Context: an optimization exercise on an open-source flow, tuned for small area and a short achievable clock period. The choices shown serve that exercise and are no tape-out recipe.
Function was checked by simulation only, so behaviour that the tests miss may differ from the original.
Power figures rest on the tool's default switching activity, not on a simulated workload.

$ cat config.mk
export PLATFORM = sky130hd
export DESIGN_NAME = frame_parser_x4
export DESIGN_NICKNAME = frame_parser_x4
export VERILOG_FILES = /design/flow/design.v
export SDC_FILE = /design/flow/constraint.sdc
export NUM_CORES = 4
export LEC_CHECK = 0
export CAP_MARGIN = 20
export CORE_MARGIN = 2
export CORE_UTILIZATION = 40
export PLACE_DENSITY = 0.6
export SLEW_MARGIN = 20
$ cat constraint.sdc
create_clock -name core_clock -period 20.0 [get_ports {clk}]
set_input_delay 4.0000 -clock core_clock [delete_from_list [all_inputs] [get_ports {clk}]]
set_output_delay 4.0000 -clock core_clock [all_outputs]
set_load 0.01 [all_outputs]
$ cat design.v
module parser_step (
    input  wire        en,           
    input  wire [7:0]  b,
    input  wire [2:0]  state,
    input  wire [1:0]  cnt,
    input  wire [3:0]  dig0, dig1, dig2,
    input  wire [23:0] typ,
    input  wire [9:0]  raw_len,
    input  wire [9:0]  pay_len,
    input  wire        esc,
    input  wire [15:0] crc,
    input  wire [7:0]  cs0, cs1, cs2,
    output reg  [2:0]  n_state,
    output reg  [1:0]  n_cnt,
    output reg  [3:0]  n_dig0, n_dig1, n_dig2,
    output reg  [23:0] n_typ,
    output reg  [9:0]  n_raw_len,
    output reg  [9:0]  n_pay_len,
    output reg         n_esc,
    output reg  [15:0] n_crc,
    output reg  [7:0]  n_cs0, n_cs1, n_cs2,
    output reg         ev_begin,
    output reg         ev_malformed,
    output reg         ev_mismatch,
    output reg         ev_frame,
    output reg         data_out,
    output reg  [7:0]  data_byte
);
    localparam [7:0]  START_MARKER   = 8'h02;
    localparam [7:0]  END_MARKER     = 8'h03;
    localparam [7:0]  ESC_MARKER     = 8'h1B;
    localparam [7:0]  ESC_XOR        = 8'h20;
    localparam [15:0] CRC_POLY       = 16'h1021;
    localparam [15:0] CRC_INIT       = 16'hFFFF;
    localparam        PAYLOAD_BUDGET = 999;
    localparam [2:0] S_IDLE = 3'd0;
    localparam [2:0] S_LEN  = 3'd1;
    localparam [2:0] S_TYPE = 3'd2;
    localparam [2:0] S_PAY  = 3'd3;
    localparam [2:0] S_CS   = 3'd4;
    function [15:0] crc_byte(input [15:0] r_in, input [7:0] d);
        reg [15:0] r;
        integer i;
        begin
            r = r_in ^ {d, 8'h00};
            for (i = 0; i < 8; i = i + 1)
                r = r[15] ? ((r << 1) ^ CRC_POLY) : (r << 1);
            crc_byte = r;
        end
    endfunction
    function [7:0] hex_digit(input [3:0] x);
        hex_digit = (x <= 4'd9) ? (8'h30 + {4'd0, x}) : (8'h41 + {4'd0, x} - 8'd10);
    endfunction
    wire        is_digit    = b >= 8'h30 && b <= 8'h39;
    wire        is_colon    = b == 8'h3A;
    wire [15:0] crc_next    = crc_byte(crc, b);
    wire [9:0]  declared    = dig0 * 7'd100 + dig1 * 4'd10 + dig2;
    wire [31:0] expect_cs   = {hex_digit(crc[15:12]), hex_digit(crc[11:8]),
                               hex_digit(crc[7:4]),   hex_digit(crc[3:0])};
    wire        over_budget = 4 + raw_len + 1 > PAYLOAD_BUDGET;
    always @(*) begin
        n_state      = state;
        n_cnt        = cnt;
        n_dig0       = dig0;
        n_dig1       = dig1;
        n_dig2       = dig2;
        n_typ        = typ;
        n_raw_len    = raw_len;
        n_pay_len    = pay_len;
        n_esc        = esc;
        n_crc        = crc;
        n_cs0        = cs0;
        n_cs1        = cs1;
        n_cs2        = cs2;
        ev_begin     = 1'b0;
        ev_malformed = 1'b0;
        ev_mismatch  = 1'b0;
        ev_frame     = 1'b0;
        data_out     = 1'b0;
        data_byte    = b;
        if (en) begin
            case (state)
                S_IDLE: begin
                    if (b == START_MARKER) begin
                        n_state   = S_LEN;
                        n_cnt     = 2'd0;
                        n_crc     = CRC_INIT;
                        n_raw_len = 10'd0;
                        n_pay_len = 10'd0;
                        ev_begin  = 1'b1;
                    end
                end
                S_LEN: begin
                    n_crc = crc_next;
                    if (cnt != 2'd3) begin
                        if (is_digit) begin
                            n_cnt = cnt + 2'd1;
                            case (cnt)
                                2'd0:    n_dig0 = b[3:0];
                                2'd1:    n_dig1 = b[3:0];
                                default: n_dig2 = b[3:0];
                            endcase
                        end else begin
                            ev_malformed = 1'b1;
                        end
                    end else begin
                        if (is_colon) begin
                            n_state = S_TYPE;
                            n_cnt   = 2'd0;
                        end else begin
                            ev_malformed = 1'b1;
                        end
                    end
                end
                S_TYPE: begin
                    n_crc = crc_next;
                    if (cnt != 2'd3) begin
                        n_cnt = cnt + 2'd1;
                        n_typ = {typ[15:0], b};
                    end else begin
                        if (is_colon) begin
                            n_state = S_PAY;
                            n_esc   = 1'b0;
                        end else begin
                            ev_malformed = 1'b1;
                        end
                    end
                end
                S_PAY: begin
                    if (esc || b != END_MARKER) begin
                        n_crc     = crc_next;
                        n_raw_len = raw_len + 10'd1;
                        if (over_budget) ev_malformed = 1'b1;
                    end
                    if (esc) begin
                        n_esc     = 1'b0;
                        data_out  = 1'b1;
                        data_byte = b ^ ESC_XOR;
                    end else if (b == END_MARKER) begin
                        if (4 + raw_len != declared) ev_malformed = 1'b1;
                        else begin
                            n_state = S_CS;
                            n_cnt   = 2'd0;
                        end
                    end else if (b == ESC_MARKER) begin
                        n_esc = 1'b1;
                    end else begin
                        data_out = 1'b1;
                    end
                    if (data_out) n_pay_len = pay_len + 10'd1;
                end
                S_CS: begin
                    if (cnt != 2'd3) begin
                        n_cnt = cnt + 2'd1;
                        case (cnt)
                            2'd0:    n_cs0 = b;
                            2'd1:    n_cs1 = b;
                            default: n_cs2 = b;
                        endcase
                    end else begin
                        if ({cs0, cs1, cs2, b} == expect_cs) ev_frame = 1'b1;
                        else                                 ev_mismatch = 1'b1;
                        n_state = S_IDLE;
                    end
                end
                default: n_state = S_IDLE;
            endcase
            if (ev_malformed) begin
                n_state  = S_IDLE;
                data_out = 1'b0;
            end
        end
    end
endmodule
module frame_parser_x4 (
    input  wire        clk,
    input  wire        rst,               
    input  wire        cmd_valid,
    input  wire [7:0]  cmd_op,            
    input  wire [31:0] cmd_now,           
    input  wire [1:0]  cmd_count,         
    input  wire [31:0] cmd_bytes,         
    output reg         rsp_valid,
    output reg  [7:0]  rsp_status,        
    output reg  [3:0]  rsp_begin,         
    output reg  [3:0]  rsp_data_valid,    
    output reg  [31:0] rsp_data,          
    output reg  [1:0]  rsp_frame_lane,    
    output reg  [23:0] rsp_type,          
    output reg  [15:0] rsp_plen,          
    output reg  [15:0] rsp_crc,           
    output reg  [31:0] rsp_time,          
    output reg  [31:0] rsp_attempted,     
    output reg  [31:0] rsp_valid_frames,  
    output reg  [31:0] rsp_cs_errors,     
    output reg  [31:0] rsp_malformed,     
    output reg  [31:0] rsp_timeouts       
);
    localparam [31:0] TIMEOUT_MS = 32'd5000;
    localparam [7:0] OP_FEED  = 8'h06;
    localparam [7:0] OP_TICK  = 8'h07;
    localparam [7:0] OP_STATS = 8'h08;
    localparam [7:0] OP_RESET = 8'h09;
    localparam [7:0] ST_OK      = 8'h00;
    localparam [7:0] ST_FRAME   = 8'h01;
    localparam [7:0] ST_ILLEGAL = 8'hFF;
    localparam [2:0] S_IDLE = 3'd0;
    reg [2:0]  state;
    reg [1:0]  cnt;
    reg [3:0]  dig0, dig1, dig2;
    reg [23:0] typ;
    reg [9:0]  raw_len;
    reg [9:0]  pay_len;
    reg        esc;
    reg [31:0] start;
    reg [15:0] crc;
    reg [7:0]  cs0, cs1, cs2;
    reg [31:0] attempted, valid_frames, cs_errors, malformed, timeouts;
    wire is_feed  = cmd_op == OP_FEED;
    wire is_tick  = cmd_op == OP_TICK;
    wire is_stats = cmd_op == OP_STATS;
    wire is_reset = cmd_op == OP_RESET;
    wire is_legal = is_feed | is_tick | is_stats | is_reset;
    wire [31:0] elapsed   = cmd_now - start;
    wire        timed_out = (is_feed | is_tick) && state != S_IDLE && elapsed > TIMEOUT_MS;
    wire [2:0]  l_state   [0:4];
    wire [1:0]  l_cnt     [0:4];
    wire [3:0]  l_dig0    [0:4];
    wire [3:0]  l_dig1    [0:4];
    wire [3:0]  l_dig2    [0:4];
    wire [23:0] l_typ     [0:4];
    wire [9:0]  l_raw_len [0:4];
    wire [9:0]  l_pay_len [0:4];
    wire        l_esc     [0:4];
    wire [15:0] l_crc     [0:4];
    wire [7:0]  l_cs0     [0:4];
    wire [7:0]  l_cs1     [0:4];
    wire [7:0]  l_cs2     [0:4];
    wire [3:0]  ev_begin, ev_malformed, ev_mismatch, ev_frame, data_out;
    wire [31:0] data_bytes;
    assign l_state[0]   = timed_out ? S_IDLE : state;
    assign l_cnt[0]     = cnt;
    assign l_dig0[0]    = dig0;
    assign l_dig1[0]    = dig1;
    assign l_dig2[0]    = dig2;
    assign l_typ[0]     = typ;
    assign l_raw_len[0] = raw_len;
    assign l_pay_len[0] = pay_len;
    assign l_esc[0]     = esc;
    assign l_crc[0]     = crc;
    assign l_cs0[0]     = cs0;
    assign l_cs1[0]     = cs1;
    assign l_cs2[0]     = cs2;
    genvar i;
    generate
        for (i = 0; i < 4; i = i + 1) begin : lane
            parser_step u_step (
                .en          (is_feed && i <= cmd_count),
                .b           (cmd_bytes[8*i +: 8]),
                .state       (l_state[i]),
                .cnt         (l_cnt[i]),
                .dig0        (l_dig0[i]),
                .dig1        (l_dig1[i]),
                .dig2        (l_dig2[i]),
                .typ         (l_typ[i]),
                .raw_len     (l_raw_len[i]),
                .pay_len     (l_pay_len[i]),
                .esc         (l_esc[i]),
                .crc         (l_crc[i]),
                .cs0         (l_cs0[i]),
                .cs1         (l_cs1[i]),
                .cs2         (l_cs2[i]),
                .n_state     (l_state[i+1]),
                .n_cnt       (l_cnt[i+1]),
                .n_dig0      (l_dig0[i+1]),
                .n_dig1      (l_dig1[i+1]),
                .n_dig2      (l_dig2[i+1]),
                .n_typ       (l_typ[i+1]),
                .n_raw_len   (l_raw_len[i+1]),
                .n_pay_len   (l_pay_len[i+1]),
                .n_esc       (l_esc[i+1]),
                .n_crc       (l_crc[i+1]),
                .n_cs0       (l_cs0[i+1]),
                .n_cs1       (l_cs1[i+1]),
                .n_cs2       (l_cs2[i+1]),
                .ev_begin    (ev_begin[i]),
                .ev_malformed(ev_malformed[i]),
                .ev_mismatch (ev_mismatch[i]),
                .ev_frame    (ev_frame[i]),
                .data_out    (data_out[i]),
                .data_byte   (data_bytes[8*i +: 8])
            );
        end
    endgenerate
    function [2:0] popcount4(input [3:0] v);
        popcount4 = {2'b00, v[0]} + {2'b00, v[1]} + {2'b00, v[2]} + {2'b00, v[3]};
    endfunction
    reg [1:0]  frame_lane;
    reg [23:0] frame_typ;
    reg [9:0]  frame_plen;
    reg [15:0] frame_crc;
    integer k;
    always @(*) begin
        frame_lane = 2'd0;
        frame_typ  = typ;
        frame_plen = pay_len;
        frame_crc  = crc;
        for (k = 0; k < 4; k = k + 1) begin
            if (ev_frame[k]) begin
                frame_lane = k[1:0];
                frame_typ  = l_typ[k];
                frame_plen = l_pay_len[k];
                frame_crc  = l_crc[k];
            end
        end
    end
    wire any_begin = |ev_begin;
    always @(posedge clk) begin
        if (rst) begin
            state        <= S_IDLE;
            cnt          <= 2'd0;
            esc          <= 1'b0;
            attempted    <= 32'd0;
            valid_frames <= 32'd0;
            cs_errors    <= 32'd0;
            malformed    <= 32'd0;
            timeouts     <= 32'd0;
            rsp_valid    <= 1'b0;
        end else begin
            rsp_valid <= cmd_valid;
            if (cmd_valid) begin
                rsp_status       <= is_legal ? ST_OK : ST_ILLEGAL;
                rsp_begin        <= 4'd0;
                rsp_data_valid   <= 4'd0;
                rsp_data         <= data_bytes;
                rsp_frame_lane   <= frame_lane;
                rsp_type         <= frame_typ;
                rsp_plen         <= {6'd0, frame_plen};
                rsp_crc          <= frame_crc;
                rsp_time         <= cmd_now;
                rsp_attempted    <= attempted;
                rsp_valid_frames <= valid_frames;
                rsp_cs_errors    <= cs_errors;
                rsp_malformed    <= malformed;
                rsp_timeouts     <= timeouts;
                if (is_reset) begin
                    state        <= S_IDLE;
                    cnt          <= 2'd0;
                    esc          <= 1'b0;
                    attempted    <= 32'd0;
                    valid_frames <= 32'd0;
                    cs_errors    <= 32'd0;
                    malformed    <= 32'd0;
                    timeouts     <= 32'd0;
                end
                if (timed_out) begin
                    timeouts <= timeouts + 32'd1;
                    state    <= S_IDLE;
                end
                if (is_feed) begin
                    state   <= l_state[4];
                    cnt     <= l_cnt[4];
                    dig0    <= l_dig0[4];
                    dig1    <= l_dig1[4];
                    dig2    <= l_dig2[4];
                    typ     <= l_typ[4];
                    raw_len <= l_raw_len[4];
                    pay_len <= l_pay_len[4];
                    esc     <= l_esc[4];
                    crc     <= l_crc[4];
                    cs0     <= l_cs0[4];
                    cs1     <= l_cs1[4];
                    cs2     <= l_cs2[4];
                    if (any_begin) start <= cmd_now;
                    rsp_begin      <= ev_begin;
                    rsp_data_valid <= data_out;
                    if (|ev_frame) rsp_status <= ST_FRAME;
                    attempted    <= attempted    + {29'd0, popcount4(ev_begin)};
                    malformed    <= malformed    + {29'd0, popcount4(ev_malformed)};
                    cs_errors    <= cs_errors    + {29'd0, popcount4(ev_mismatch)};
                    valid_frames <= valid_frames + {29'd0, popcount4(ev_frame)};
                end
            end
        end
    end
endmodule
$ cat run.sh
#!/bin/bash
# synth_recipe.tcl (not shown) runs the flow's synth.tcl, then flattens the netlist and writes it again
# the make line also repeats each setting of config.mk as NAME=value (left out here)
make -C /OpenROAD-flow-scripts/flow DESIGN_CONFIG=/design/flow/config.mk WORK_HOME=/design/flow/orfs CLKGATE_MAP_FILE= SYNTH_SCRIPT=/design/flow/synth_recipe.tcl finish
==> results.toml <==
[run_status]
outcome = "no timing/DRC/antenna violations"

[synth]
synth_ff_type = "edfxtp_1"
synth_top_area_share_pct = 30.03
synthTopCellsByArea = "edfxtp_1 30%, dfxtp_1 8.1%, ha_1 5.7%, xnor2_1 5.1%, nor2_1 4.4%"
netlist_top_cells_count = "483 x nor2_1, 414 x edfxtp_1, 402 x nand2_1, 327 x a21oi_1, 242 x xnor2_1"
synthArstFlopShare_pct = 0
synth_seq_cells = 581
ys_warn_count = 2
yosys.cell_types.count = 128
syn_avg_cell_area_um2 = 9.166
ys_seq_area_share_pct = 38.10
yosys.area.top_type = "edfxtp_1"
synth-edff-count = 414
syn-cell-area_um2 = 41400
synthCells = 4517
post-synth-top-count-cell = "nor2_1"

[global_routing]
grt_antenna_before_repair = 3
grt_max_degree = 145
use_met2_pct = 42.43
grt_util_met1_pct = 38.86
use_met3_pct = 5.474
grt_first_pass_wirelength_mm = 223.9
grt.busiest_layer = "met2"
grt.overflow.total = 0
grt_pass1_vias = 34433
grtUsageTotal_pct = 27.66

[drt]
firstDrtPassIters = 6
drtIter0Drc = 3744
drc_errors = 0
vias = 36668
routed_wl_mm = 151.4
via_per_inst = 5.804
wl_per_cell_um = 23.97
antenna_left = 0

[clock_network]
ctsHoldBuffers = 0
cts_buffers = 69
ctsHtreeMaxLevel = 3
cts.sink_count = 581
cts_tree = "yes"
cts.path.max_buffers = 3
cts_root_buf = "clkbuf_16"
clk_latency_ps = 670
path_clk_slew_ps = 60

[die]
die_w_um = 325.7
dieArea_um2 = 106100
chipHeight_um = 325.7
start_util_pct = 40.18
io_pins = 376
core-area_um2 = 103100
rows = 118

[layout]
diodes = 0
fill_cells = 9842
layout.nets = 5179
final_cells = 6318
layout-drive-gt1-share_pct = 8.465
syn2layout_area_growth_pct = 19.34
seqCellArea_um2 = 15780
multi_input_area_um2 = 23970

[worst_setup_path]
reg2reg_depth = 58
cp_max_fo = 9
critical_path_required_ps = 20510
endpoint_kind = "flop"
worstSetupPathType = "in -> reg"
crit_top_cell = "ha_1"
slowest_delay_ps = 640
cp-start-kind = "input port"
worstPathArrival_ps = 19230
cp_slowest_cell = "or4_4"

[timing]
finalSetupTns_ps = 0
finalHoldViolations = 0
slew_viol_final = 0
clock_skew_ps = 43.86
finalCritPeriodShare_pct = 93.60
setup-violations-final = 0
period_needed_ps = 18720
worst_pin_slew_ps = 1162
rsz0062_at_grt = "false"
max_freq_ghz = 0.05342
setup_ws_ps = 1281
slew_headroom_pct = 22.29

[place]
gp_congestion = 1.010
post-place-ws_ps = 71.24
place_inst = 6188
io_buffer_count = 369
hpwl_mm = 116.1

[power]
total_power_mw = 2.815
powerDensity_nw_per_um2 = 56.97
p_leak_nw = 19.00
irDropWorstVdd_mv = 0.06573

[hold_path]
min_path_type = "reg -> reg"
hold_depth = 0

[flow_run]
max-cap-violations = 0
==> flip-flops by register name, summed over array words and instances, names as in the netlist, 8 cells and up <==
| name | flops |
|---|---|
| attempted | 32 |
| crc | 16 |
| cs0 | 8 |
| cs1 | 8 |
| cs2 | 8 |
| cs_errors | 32 |
| malformed | 32 |
| pay_len | 10 |
| raw_len | 10 |
| rsp_attempted | 32 |
| rsp_crc | 16 |
| rsp_cs_errors | 32 |
| rsp_data | 32 |
| rsp_malformed | 32 |
| rsp_plen | 10 |
| rsp_time | 32 |
| rsp_timeouts | 32 |
| rsp_type | 24 |
| rsp_valid_frames | 32 |
| start | 32 |
| timeouts | 32 |
| typ | 24 |
| valid_frames | 32 |
==> worst max-delay path, delay by kind of cell <==
| family | cells | cell delay (ps) |
|---|---|---|
| and+or+nand+nor | 25 | 4820 |
| muxes | 4 | 940 |
| xor gates and xnor gates | 6 | 1060 |
| AOI/OAI and AO/OA | 14 | 2670 |
| buffers and inverters | 9 | 1440 |
| adders and majority gates | 13 | 4290 |
==> power by group <==
group          leakage [nW]  internal [mW]  switching [mW]
registers              5.06           1.30         0.00471
clock network          1.13          0.758           0.553
logic                  12.8         0.0788           0.120
total                  19.0           2.14           0.678
==> area by class of cell <==
cell class              count  share of cell area (%)
inverters                 223                   1.699
clock inverters            31                  0.9065
multi-input cells        3507                   48.52
clock buffers              97                   3.917
repair buffers            499                   9.541
flip-flops and latches    581                   31.93
well taps                1380                   3.494
==> stage by stage <==
stage / hold WS (ps) / area (um2) / utilization, %
after global placement: 432.5 / 46920 / 45.53
after detailed placement: 434.2 / 46930 / 45.53
final: 449.3 / 49410 / 47.95
after floorplan: 408.2 / 41420 / -
after global routing: 469.9 / 49410 / 47.95
after CTS: 448.4 / 49310 / 47.85
==> routing by layer <==
layer | vias to the layer above | wire (um)
met5 | - | 13
met4 | 2 | 5490
met3 | 269 | 13480
met2 | 1638 | 66270
met1 | 17633 | 66150
li1 | 17126 | -
==> final timing paths <==
| kind | slack, ps | endpoint | startpoint |
|---|---|---|---|
| hold / removal | 450 | rsp_malformed[28]$_DFFE_PP_ | malformed[28]$_SDFFE_PP0P_ |
| hold reg to reg | 450 | rsp_malformed[28]$_DFFE_PP_ | malformed[28]$_SDFFE_PP0P_ |
| setup reg to reg | 4760 | valid_frames[30]$_SDFFE_PP0P_ | dig1[1]$_DFFE_PP_ |
| setup / recovery | 1280 | malformed[28]$_SDFFE_PP0P_ | cmd_now[1] |
==> kinds of logic (layout without fill, tap and decap cells) <==
family | count (synthesis) | after routing | share of synthesized area, %
AO/OA/AOI/OAI | 1036 | 1036 | 16.42
adder cells (fa/ha/maj) | 221 | 221 | 7.259
flip-flops | 581 | 581 | 38.10
other | 1 | 6 | 0.009057
XOR/XNOR | 428 | 428 | 9.447
AND/OR/NAND/NOR | 1603 | 1603 | 18.98
buffers and inverters | 434 | 850 | 4.312
multiplexers | 213 | 213 | 5.470
==> timing repair <==
| action | CTS | global route |
|---|---|---|
| resized for setup | 0 | 15 |
| endpoints found under the setup margin | 0 | 31 |
| buffers inserted | 0 | 1 |
==> layout by cell type (no fill, tap or decap), drive strengths merged, types with 24 or more instances in the layout <==
master / Yosys / layout
xor2: 175 / 175
mux2i: 158 / 158
o21a: 34 / 34
inv: 221 / 224
nor2: 486 / 486
fa: 32 / 32
nor2b: 25 / 25
o31ai: 32 / 32
a211oi: 35 / 35
nor3: 118 / 118
clkdlybuf4s50: 0 / 369
dfxtp: 167 / 167
o22ai: 47 / 47
nand2: 403 / 403
edfxtp: 414 / 414
nand4: 66 / 66
a21o: 34 / 34
a21oi: 335 / 335
mux2: 55 / 55
nand3: 146 / 146
a31oi: 40 / 40
a22o: 24 / 24
buf: 67 / 130
or3: 68 / 68
nor4: 46 / 46
o21ai: 240 / 240
ha: 189 / 189
clkbuf: 144 / 97
xnor2: 243 / 243
and2: 51 / 51
and3: 73 / 73

==> re-timing with driven ports <==
The results above use ideal ports. As a check the final layout listed here was re-extracted and re-timed, cells and wires unchanged. Step 1 sets driving cells, clkbuf_16 on the clock port and buf_2 on the other inputs (assumed; they add their load-dependent delay and slew). Step 2, shift: input delay + t, output delay - t, t = (earliest + latest rising clock arrival at the registers) / 2. This alone moves slack from input paths to output paths. a / b / c = ideal ports / drivers / drivers and shift; a / b = the first two.
shift t [ns]: 0.722
setup WS [ns]: 1.281 / 1.332 / 0.610
hold slack, ns: 0.449 / 0.449 / 0.449
clock arrival spread, ns: 0.044 / 0.044
cell pins on the clock port's net: 1
After both steps this run still meets setup and hold. The setup slack of this run moves by +0.051 ns with the drivers and by -0.671 ns with both steps.
